Background: an optimization exercise with open tools, aiming at small area, a short achievable clock period and few clock cycles. Do not read the settings as production practice. At most, simulation tests tie the RTL to the original design; equivalence was not proved.

==> v30 <==
==> flow/design.v <==
module snake_field_unit (
    input  wire         clk,
    input  wire         rst,
    input  wire         in_valid,
    output wire         in_ready,
    input  wire [3:0]   op,
    input  wire [232:0] a,
    input  wire [232:0] b,
    input  wire [7:0]   imm,
    output reg          out_valid,
    output wire [232:0] out_data,
    output reg          out_err,
    output reg          out_z
);
    localparam M  = 233;
    localparam D  = 40;                  
    localparam NC = (M + D - 1) / D;     
    localparam L  = NC * D;              
    localparam CW = 3;                   
    localparam H  = D / 2;               
    localparam G  = (H + 1) / 2;         
    localparam DX = 9 * G;               
    localparam [3:0] OP_ZERO   = 4'h1;
    localparam [3:0] OP_COPY   = 4'h2;
    localparam [3:0] OP_ISZERO = 4'h3;
    localparam [3:0] OP_ADD    = 4'h4;
    localparam [3:0] OP_MULX   = 4'h5;
    localparam [3:0] OP_MUL    = 4'h6;
    localparam [3:0] OP_SQR    = 4'h7;
    localparam [3:0] OP_ITPOW  = 4'h8;
    localparam [3:0] OP_INV    = 4'h9;
    localparam [1:0] S_IDLE = 2'd0;
    localparam [1:0] S_SQ   = 2'd1;
    localparam [1:0] S_MUL  = 2'd2;
    reg [1:0]    state;
    reg          idle;        
    reg          inv_mode;    
    reg          by_a0;       
    reg          sq_first;    
    reg [3:0]    step;        
    reg [7:0]    rem;         
    reg [3:0]    tap;         
    reg [CW-1:0] cnt;         
    reg [L-1:0]  a0;          
    reg [L-1:0]  beta;        
    reg [DX-1:0] dx;          
    reg [M-1:0]  sq;          
    reg [M-1:0]  acc;         
    assign in_ready = idle;
    assign out_data = acc;
    wire accept = in_valid && idle;
    reg [7:0] nxt_nsq;        
    always @* begin
        case (step)
            4'd0:    nxt_nsq = 8'd1;
            4'd1:    nxt_nsq = 8'd3;
            4'd2:    nxt_nsq = 8'd1;
            4'd3:    nxt_nsq = 8'd7;
            4'd4:    nxt_nsq = 8'd14;
            4'd5:    nxt_nsq = 8'd1;
            4'd6:    nxt_nsq = 8'd29;
            4'd7:    nxt_nsq = 8'd58;
            4'd8:    nxt_nsq = 8'd116;
            default: nxt_nsq = 8'd1;
        endcase
    end
    wire step_by_a0 = (step == 4'd0) || (step == 4'd1) || (step == 4'd3) ||
                      (step == 4'd6);
    function [3:0] fpick;
        input [7:0] n;
        begin
            if (n[7:3] != 5'd0)  fpick = 4'b1000;
            else if (n[2])       fpick = 4'b0100;
            else if (n[1])       fpick = 4'b0010;
            else                 fpick = 4'b0001;
        end
    endfunction
    function [M-1:0] fsq;
        input [M-1:0] v;
        reg [2*M-2:0] w;
        integer i;
        begin
            w = {(2*M-1){1'b0}};
            for (i = 0; i < M; i = i + 1)
                w[2*i] = v[i];
            for (i = 2*M-2; i >= M; i = i - 1) begin
                w[i-M]    = w[i-M] ^ w[i];
                w[i-M+74] = w[i-M+74] ^ w[i];
            end
            fsq = w[M-1:0];
        end
    endfunction
    function [M-1:0] fmulx;
        input [M-1:0] v;
        begin
            fmulx = {v[M-2:0], 1'b0};
            fmulx[0]  = v[M-1];
            fmulx[74] = v[73] ^ v[M-1];
        end
    endfunction
    wire [M-1:0] s1 = fsq(acc);
    wire [M-1:0] s2 = fsq(s1);
    wire [M-1:0] s3 = fsq(s2);
    wire [M-1:0] s4 = fsq(s3);
    wire [M-1:0] s5 = fsq(s4);
    wire [M-1:0] s6 = fsq(s5);
    wire [M-1:0] s7 = fsq(s6);
    wire [M-1:0] s8 = fsq(s7);
    wire [M-1:0] sq_next = ({M{tap[3]}} & s8) | ({M{tap[2]}} & s4) |
                           ({M{tap[1]}} & s2) | ({M{tap[0]}} & s1);
    wire sq_last = (rem == 8'd0);
    wire to_mul  = sq_last && inv_mode && (step != 4'd10);
    function [DX-1:0] fdexp;
        input [D-1:0] d;
        reg [H-1:0]   y;
        reg [2*G-1:0] yp;
        integer k;
        begin
            for (k = 0; k < 3; k = k + 1) begin
                y  = (k == 0) ? d[H-1:0] : (k == 1) ? d[D-1:H] : (d[H-1:0] ^ d[D-1:H]);
                yp = {{(2*G-H){1'b0}}, y};
                fdexp[(3*k)*G   +: G] = yp[G-1:0];
                fdexp[(3*k+1)*G +: G] = yp[2*G-1:G];
                fdexp[(3*k+2)*G +: G] = yp[G-1:0] ^ yp[2*G-1:G];
            end
        end
    endfunction
    function [2*G-2:0] fclmul_g;
        input [G-1:0] x;
        input [G-1:0] y;
        integer i;
        begin
            fclmul_g = {(2*G-1){1'b0}};
            for (i = 0; i < G; i = i + 1)
                if (y[i]) fclmul_g = fclmul_g ^ ({{(G-1){1'b0}}, x} << i);
        end
    endfunction
    function [2*H-2:0] fclmul;
        input [H-1:0]   x;
        input [3*G-1:0] ye;
        reg [2*G-1:0] xp;
        reg [2*G-2:0] ll, hh, mm;
        reg [4*G-2:0] r;
        begin
            xp = {{(2*G-H){1'b0}}, x};
            ll = fclmul_g(xp[G-1:0], ye[G-1:0]);
            hh = fclmul_g(xp[2*G-1:G], ye[2*G-1:G]);
            mm = fclmul_g(xp[G-1:0] ^ xp[2*G-1:G], ye[3*G-1:2*G]);
            r = {{(2*G){1'b0}}, ll} ^ ({{(2*G){1'b0}}, mm ^ ll ^ hh} << G)
                ^ ({{(2*G){1'b0}}, hh} << (2*G));
            fclmul = r[2*H-2:0];
        end
    endfunction
    wire [L-1:0] sq_pad = {{(L-M){1'b0}}, sq};
    reg [M+D-1:0] t;
    reg [M-1:0]   acc_next;
    reg [2*H-2:0] kl, kh, km;
    reg [L+D-1:0] kp;
    integer j;
    always @* begin
        kp = {(L+D){1'b0}};
        for (j = 0; j < NC; j = j + 1) begin
            kl = fclmul(sq_pad[j*D +: H], dx[0 +: 3*G]);
            kh = fclmul(sq_pad[j*D+H +: H], dx[3*G +: 3*G]);
            km = fclmul(sq_pad[j*D +: H] ^ sq_pad[j*D+H +: H], dx[6*G +: 3*G]);
            kp = kp ^ ({{(L+D-2*H+1){1'b0}}, kl} << (j*D))
                    ^ ({{(L+D-2*H+1){1'b0}}, km ^ kl ^ kh} << (j*D+H))
                    ^ ({{(L+D-2*H+1){1'b0}}, kh} << (j*D+2*H));
        end
        t = {acc, {D{1'b0}}} ^ kp[M+D-1:0];
        acc_next = t[M-1:0] ^ {{(M-D){1'b0}}, t[M+D-1:M]}
                            ^ ({{(M-D){1'b0}}, t[M+D-1:M]} << 74);
    end
    reg [M-1:0] in_res;
    always @* begin
        case (op)
            OP_COPY, OP_SQR, OP_ITPOW, OP_INV: in_res = a;
            OP_ADD:  in_res = a ^ b;
            OP_MULX: in_res = fmulx(a);
            default: in_res = {M{1'b0}};
        endcase
    end
    wire a_zero  = (a == {M{1'b0}});
    wire illegal = (op == 4'h0) || (op > OP_INV);
    wire [L-1:0] a_pad = {{(L-M){1'b0}}, a};
    wire [L-1:0] b_pad = {{(L-M){1'b0}}, b};
    wire [L-1:0] acc_pad = {{(L-M){1'b0}}, acc};
    always @(posedge clk) begin
        case (state)
            S_IDLE: begin
                acc  <= in_res;
                sq   <= a;
                a0   <= a_pad;
                beta <= b_pad;
                dx   <= fdexp(b_pad[L-1:L-D]);
                out_z   <= (op == OP_ISZERO) && a_zero;
                out_err <= illegal || ((op == OP_INV) && a_zero);
            end
            S_SQ: begin
                if (sq_first)
                    beta <= acc_pad;
                if (to_mul) begin
                    sq  <= sq_next;
                    acc <= {M{1'b0}};
                end else begin
                    acc <= sq_next;
                end
                dx <= fdexp(step_by_a0 ? a0[L-1:L-D] :
                            sq_first   ? acc_pad[L-1:L-D] : beta[L-1:L-D]);
            end
            default: begin
                acc  <= acc_next;
                a0   <= {a0[L-D-1:0], a0[L-1:L-D]};
                beta <= {beta[L-D-1:0], beta[L-1:L-D]};
                dx   <= fdexp(by_a0 ? a0[L-D-1:L-2*D] : beta[L-D-1:L-2*D]);
            end
        endcase
        if (rst) begin
            state     <= S_IDLE;
            idle      <= 1'b1;
            inv_mode  <= 1'b0;
            by_a0     <= 1'b0;
            sq_first  <= 1'b0;
            step      <= 4'd0;
            rem       <= 8'd0;
            tap       <= 4'b0001;
            cnt       <= 0;
            out_valid <= 1'b0;
        end else begin
            out_valid <= 1'b0;
            case (state)
                S_IDLE: begin
                    inv_mode <= 1'b0;
                    step     <= 4'd0;
                    by_a0    <= 1'b0;
                    sq_first <= 1'b1;
                    cnt      <= NC - 1;
                    rem      <= 8'd0;
                    tap      <= 4'b0001;
                    if (accept) begin
                        case (op)
                            OP_MUL: begin
                                state <= S_MUL;
                                idle  <= 1'b0;
                            end
                            OP_SQR: begin
                                state <= S_SQ;
                                idle  <= 1'b0;
                            end
                            OP_ITPOW: begin
                                tap <= fpick(imm);
                                rem <= imm - {4'd0, fpick(imm)};
                                if (imm == 8'd0) begin
                                    out_valid <= 1'b1;
                                end else begin
                                    state <= S_SQ;
                                    idle  <= 1'b0;
                                end
                            end
                            OP_INV: begin
                                inv_mode <= 1'b1;
                                state    <= S_SQ;
                                idle     <= 1'b0;
                            end
                            default: begin
                                out_valid <= 1'b1;
                            end
                        endcase
                    end
                end
                S_SQ: begin
                    sq_first <= 1'b0;
                    tap      <= fpick(rem);
                    rem      <= rem - {4'd0, fpick(rem)};
                    if (sq_last) begin
                        if (to_mul) begin
                            by_a0 <= step_by_a0;
                            cnt   <= NC - 1;
                            state <= S_MUL;
                        end else begin
                            out_valid <= 1'b1;
                            state     <= S_IDLE;
                            idle      <= 1'b1;
                        end
                    end
                end
                default: begin
                    cnt <= cnt - 1'b1;
                    if (cnt == 0) begin
                        if (inv_mode) begin
                            step     <= step + 4'd1;
                            sq_first <= 1'b1;
                            tap      <= fpick(nxt_nsq);
                            rem      <= nxt_nsq - {4'd0, fpick(nxt_nsq)};
                            state    <= S_SQ;
                        end else begin
                            out_valid <= 1'b1;
                            state     <= S_IDLE;
                            idle      <= 1'b1;
                        end
                    end
                end
            endcase
        end
    end
endmodule
==> flow/run.sh <==
#!/bin/bash
# synth_recipe.tcl (not shown) runs the flow's synth.tcl, then flattens the netlist and writes it again
# the make line also repeats each setting of config.mk as NAME=value (left out here)
make -C /OpenROAD-flow-scripts/flow DESIGN_CONFIG=/design/flow/config.mk WORK_HOME=/design/flow/orfs CLKGATE_MAP_FILE= SYNTH_SCRIPT=/design/flow/synth_recipe.tcl finish
==> flow/config.mk <==
export PLATFORM = sky130hd
export DESIGN_NAME = snake_field_unit
export DESIGN_NICKNAME = snake_field_unit
export VERILOG_FILES = /design/flow/design.v
export SDC_FILE = /design/flow/constraint.sdc
export NUM_CORES = 4
export LEC_CHECK = 0
export CAP_MARGIN = 35
export CELL_PAD_IN_SITES_DETAIL_PLACEMENT = 1
export CELL_PAD_IN_SITES_GLOBAL_PLACEMENT = 2
export CORE_MARGIN = 2
export CORE_UTILIZATION = 22
export PLACE_DENSITY = 0.5
export SETUP_SLACK_MARGIN = 1.7
export SLEW_MARGIN = 35
export TNS_END_PERCENT = 0
==> flow/constraint.sdc <==
create_clock -name core_clock -period 5.0 [get_ports {clk}]
set_input_delay 1.0000 -clock core_clock [delete_from_list [all_inputs] [get_ports {clk}]]
set_output_delay 1.0000 -clock core_clock [all_outputs]
set_load 0.01 [all_outputs]
==> inputs of v17, as changes to v30 <==
--- a/flow/design.v
+++ b/flow/design.v
@@ -15,9 +15,6 @@
     localparam M  = 233;
-    localparam D  = 40;                  
+    localparam D  = 30;                  
     localparam NC = (M + D - 1) / D;     
     localparam L  = NC * D;              
-    localparam CW = 3;                   
-    localparam H  = D / 2;               
-    localparam G  = (H + 1) / 2;         
-    localparam DX = 9 * G;               
+    localparam CW = $clog2(NC);
     localparam [3:0] OP_ZERO   = 4'h1;
@@ -38,3 +35,2 @@
     reg          by_a0;       
-    reg          sq_first;    
     reg [3:0]    step;        
@@ -45,3 +41,3 @@
     reg [L-1:0]  beta;        
-    reg [DX-1:0] dx;          
+    reg [D-1:0]  dig;         
     reg [M-1:0]  sq;          
@@ -49,3 +45,3 @@
     assign in_ready = idle;
-    assign out_data = acc;
+    assign out_data = sq;
     wire accept = in_valid && idle;
@@ -100,3 +96,3 @@
     endfunction
-    wire [M-1:0] s1 = fsq(acc);
+    wire [M-1:0] s1 = fsq(sq);
     wire [M-1:0] s2 = fsq(s1);
@@ -110,62 +106,11 @@
                            ({M{tap[1]}} & s2) | ({M{tap[0]}} & s1);
-    wire sq_last = (rem == 8'd0);
-    wire to_mul  = sq_last && inv_mode && (step != 4'd10);
-    function [DX-1:0] fdexp;
-        input [D-1:0] d;
-        reg [H-1:0]   y;
-        reg [2*G-1:0] yp;
-        integer k;
-        begin
-            for (k = 0; k < 3; k = k + 1) begin
-                y  = (k == 0) ? d[H-1:0] : (k == 1) ? d[D-1:H] : (d[H-1:0] ^ d[D-1:H]);
-                yp = {{(2*G-H){1'b0}}, y};
-                fdexp[(3*k)*G   +: G] = yp[G-1:0];
-                fdexp[(3*k+1)*G +: G] = yp[2*G-1:G];
-                fdexp[(3*k+2)*G +: G] = yp[G-1:0] ^ yp[2*G-1:G];
-            end
-        end
-    endfunction
-    function [2*G-2:0] fclmul_g;
-        input [G-1:0] x;
-        input [G-1:0] y;
-        integer i;
-        begin
-            fclmul_g = {(2*G-1){1'b0}};
-            for (i = 0; i < G; i = i + 1)
-                if (y[i]) fclmul_g = fclmul_g ^ ({{(G-1){1'b0}}, x} << i);
-        end
-    endfunction
-    function [2*H-2:0] fclmul;
-        input [H-1:0]   x;
-        input [3*G-1:0] ye;
-        reg [2*G-1:0] xp;
-        reg [2*G-2:0] ll, hh, mm;
-        reg [4*G-2:0] r;
-        begin
-            xp = {{(2*G-H){1'b0}}, x};
-            ll = fclmul_g(xp[G-1:0], ye[G-1:0]);
-            hh = fclmul_g(xp[2*G-1:G], ye[2*G-1:G]);
-            mm = fclmul_g(xp[G-1:0] ^ xp[2*G-1:G], ye[3*G-1:2*G]);
-            r = {{(2*G){1'b0}}, ll} ^ ({{(2*G){1'b0}}, mm ^ ll ^ hh} << G)
-                ^ ({{(2*G){1'b0}}, hh} << (2*G));
-            fclmul = r[2*H-2:0];
-        end
-    endfunction
-    wire [L-1:0] sq_pad = {{(L-M){1'b0}}, sq};
+    wire [3:0] took    = tap;
+    wire       sq_last = (rem == 8'd0);
     reg [M+D-1:0] t;
     reg [M-1:0]   acc_next;
-    reg [2*H-2:0] kl, kh, km;
-    reg [L+D-1:0] kp;
     integer j;
     always @* begin
-        kp = {(L+D){1'b0}};
-        for (j = 0; j < NC; j = j + 1) begin
-            kl = fclmul(sq_pad[j*D +: H], dx[0 +: 3*G]);
-            kh = fclmul(sq_pad[j*D+H +: H], dx[3*G +: 3*G]);
-            km = fclmul(sq_pad[j*D +: H] ^ sq_pad[j*D+H +: H], dx[6*G +: 3*G]);
-            kp = kp ^ ({{(L+D-2*H+1){1'b0}}, kl} << (j*D))
-                    ^ ({{(L+D-2*H+1){1'b0}}, km ^ kl ^ kh} << (j*D+H))
-                    ^ ({{(L+D-2*H+1){1'b0}}, kh} << (j*D+2*H));
-        end
-        t = {acc, {D{1'b0}}} ^ kp[M+D-1:0];
+        t = {acc, {D{1'b0}}};
+        for (j = 0; j < D; j = j + 1)
+            if (dig[j]) t = t ^ ({{D{1'b0}}, sq} << j);
         acc_next = t[M-1:0] ^ {{(M-D){1'b0}}, t[M+D-1:M]}
@@ -176,3 +121,3 @@
         case (op)
-            OP_COPY, OP_SQR, OP_ITPOW, OP_INV: in_res = a;
+            OP_COPY, OP_MUL, OP_SQR, OP_ITPOW, OP_INV: in_res = a;
             OP_ADD:  in_res = a ^ b;
@@ -184,5 +129,3 @@
     wire illegal = (op == 4'h0) || (op > OP_INV);
-    wire [L-1:0] a_pad = {{(L-M){1'b0}}, a};
     wire [L-1:0] b_pad = {{(L-M){1'b0}}, b};
-    wire [L-1:0] acc_pad = {{(L-M){1'b0}}, acc};
     always @(posedge clk) begin
@@ -190,7 +133,7 @@
             S_IDLE: begin
-                acc  <= in_res;
-                sq   <= a;
-                a0   <= a_pad;
+                sq   <= in_res;
+                a0   <= {{(L-M){1'b0}}, a};
                 beta <= b_pad;
-                dx   <= fdexp(b_pad[L-1:L-D]);
+                dig  <= b_pad[L-1:L-D];
+                acc  <= {M{1'b0}};
                 out_z   <= (op == OP_ISZERO) && a_zero;
@@ -199,12 +142,5 @@
             S_SQ: begin
-                if (sq_first)
-                    beta <= acc_pad;
-                if (to_mul) begin
-                    sq  <= sq_next;
-                    acc <= {M{1'b0}};
-                end else begin
-                    acc <= sq_next;
-                end
-                dx <= fdexp(step_by_a0 ? a0[L-1:L-D] :
-                            sq_first   ? acc_pad[L-1:L-D] : beta[L-1:L-D]);
+                sq  <= sq_next;
+                acc <= {M{1'b0}};
+                dig <= step_by_a0 ? a0[L-1:L-D] : beta[L-1:L-D];
             end
@@ -214,3 +150,7 @@
                 beta <= {beta[L-D-1:0], beta[L-1:L-D]};
-                dx   <= fdexp(by_a0 ? a0[L-D-1:L-2*D] : beta[L-D-1:L-2*D]);
+                dig  <= by_a0 ? a0[L-D-1:L-2*D] : beta[L-D-1:L-2*D];
+                if (cnt == 0) begin
+                    sq   <= acc_next;
+                    beta <= {{(L-M){1'b0}}, acc_next};
+                end
             end
@@ -222,3 +162,2 @@
             by_a0     <= 1'b0;
-            sq_first  <= 1'b0;
             step      <= 4'd0;
@@ -235,3 +174,2 @@
                     by_a0    <= 1'b0;
-                    sq_first <= 1'b1;
                     cnt      <= NC - 1;
@@ -271,7 +209,6 @@
                 S_SQ: begin
-                    sq_first <= 1'b0;
-                    tap      <= fpick(rem);
-                    rem      <= rem - {4'd0, fpick(rem)};
+                    tap <= fpick(rem);
+                    rem <= rem - {4'd0, fpick(rem)};
                     if (sq_last) begin
-                        if (to_mul) begin
+                        if (inv_mode && step != 4'd10) begin
                             by_a0 <= step_by_a0;
@@ -290,7 +227,6 @@
                         if (inv_mode) begin
-                            step     <= step + 4'd1;
-                            sq_first <= 1'b1;
-                            tap      <= fpick(nxt_nsq);
-                            rem      <= nxt_nsq - {4'd0, fpick(nxt_nsq)};
-                            state    <= S_SQ;
+                            step  <= step + 4'd1;
+                            tap   <= fpick(nxt_nsq);
+                            rem   <= nxt_nsq - {4'd0, fpick(nxt_nsq)};
+                            state <= S_SQ;
                         end else begin
- CAP_MARGIN: 35 -> 20
- CORE_UTILIZATION: 22 -> 35
- PLACE_DENSITY: 0.5 -> unset
- SETUP_SLACK_MARGIN: 1.7 -> 2.5
- SLEW_MARGIN: 35 -> 20
- TNS_END_PERCENT: 0 -> unset
==> inputs of v28, as changes to v30 <==
--- a/flow/design.v
+++ b/flow/design.v
@@ -127,2 +127,13 @@
     endfunction
+    localparam F = (G + 1) / 2;
+    function [2*F-2:0] fclmul_f;
+        input [F-1:0] x;
+        input [F-1:0] y;
+        integer i;
+        begin
+            fclmul_f = {(2*F-1){1'b0}};
+            for (i = 0; i < F; i = i + 1)
+                if (y[i]) fclmul_f = fclmul_f ^ ({{(F-1){1'b0}}, x} << i);
+        end
+    endfunction
     function [2*G-2:0] fclmul_g;
@@ -130,7 +141,14 @@
         input [G-1:0] y;
-        integer i;
+        reg [2*F-1:0] xp, yp;
+        reg [2*F-2:0] ll, hh, mm;
+        reg [4*F-2:0] r;
         begin
-            fclmul_g = {(2*G-1){1'b0}};
-            for (i = 0; i < G; i = i + 1)
-                if (y[i]) fclmul_g = fclmul_g ^ ({{(G-1){1'b0}}, x} << i);
+            xp = {{(2*F-G){1'b0}}, x};
+            yp = {{(2*F-G){1'b0}}, y};
+            ll = fclmul_f(xp[F-1:0], yp[F-1:0]);
+            hh = fclmul_f(xp[2*F-1:F], yp[2*F-1:F]);
+            mm = fclmul_f(xp[F-1:0] ^ xp[2*F-1:F], yp[F-1:0] ^ yp[2*F-1:F]);
+            r = {{(2*F){1'b0}}, ll} ^ ({{(2*F){1'b0}}, mm ^ ll ^ hh} << F)
+                ^ ({{(2*F){1'b0}}, hh} << (2*F));
+            fclmul_g = r[2*G-2:0];
         end
- CAP_MARGIN: 35 -> 20
- CORE_UTILIZATION: 22 -> 25
- MIN_ROUTING_LAYER: unset -> met2
- PLACE_DENSITY: 0.5 -> 0.45
- SETUP_SLACK_MARGIN: 1.7 -> 1.3
- SLEW_MARGIN: 35 -> 20
==> results.txt <==
quantity                                                                                           v30                        v17                        v28
Number of buffers inserted during clock tree synthesis                                             163                        151                        166
Post-synthesis xor/xnor area fraction                                                           46.88%                     46.59%                     47.18%
Status                                                                                  finished clean  aborted with a tool error  aborted with a tool error
Failing step                                                                                         -             global routing             global routing
Std cell rows                                                                                      308                        248                        281
Share of synthesized area occupied by flip-flops and latches                                    18.43%                     17.10%                     19.44%
Synth Area in Compound Gates                                                                    8.976%                     7.879%                     9.701%
Post-synthesis mux area share                                                                   1.991%                    0.4502%                     2.458%
Area of placed instances                                                                   197400 um^2                189100 um^2                190300 um^2
Share of synthesized cell area in and, or, nand and nor gates                                   18.90%                     21.95%                     17.05%
Post-synthesis share of cell area spent on full adders, half adders and majority gates         0.1919%                    0.1860%                    0.2024%
Mean instance size in the synthesized netlist                                               7.820 um^2                 7.151 um^2                 8.132 um^2
Total clock sinks                                                                                 1071                       1010                       1071
DP Cell Count                                                                                    31540                      29330                      28620
Final weighted congestion in routability-driven placement                                        1.155                      1.193                      1.479
X dimension of the die                                                                        843.9 um                   680.3 um                   771.1 um
Testbench counts of v30, summed over its fixed seeds: cycles 12,308.
Testbench counts of v28, summed over its fixed seeds: cycles 12,308.
The RTL of v17 was laid out without a check of its function.

## static timing again, ports no longer ideal
How much do the figures lean on ideal ports? The routed layout below was timed once more, with nothing changed but the port constraints. Step 1 assumes that a clkbuf_16 drives the clock port and a buf_2 every other input. Step 2 also shifts input and output timing later by t, the mid clock arrival at the registers, as if the neighbouring blocks saw the same clock. a / b / c = ideal ports / drivers / drivers and shift; a / b = the first two.
run: v30
t (ns): 1.122
slack for setup (ns): 0.959 / 0.915 / 0.082
worst hold slack (ns): 0.468 / 0.468 / 0.468
worst setup path at the end: input to register
After both steps setup and hold are still met in v30. For v30, drivers alone change the setup slack by -0.044 ns; drivers and shift together by -0.877 ns.
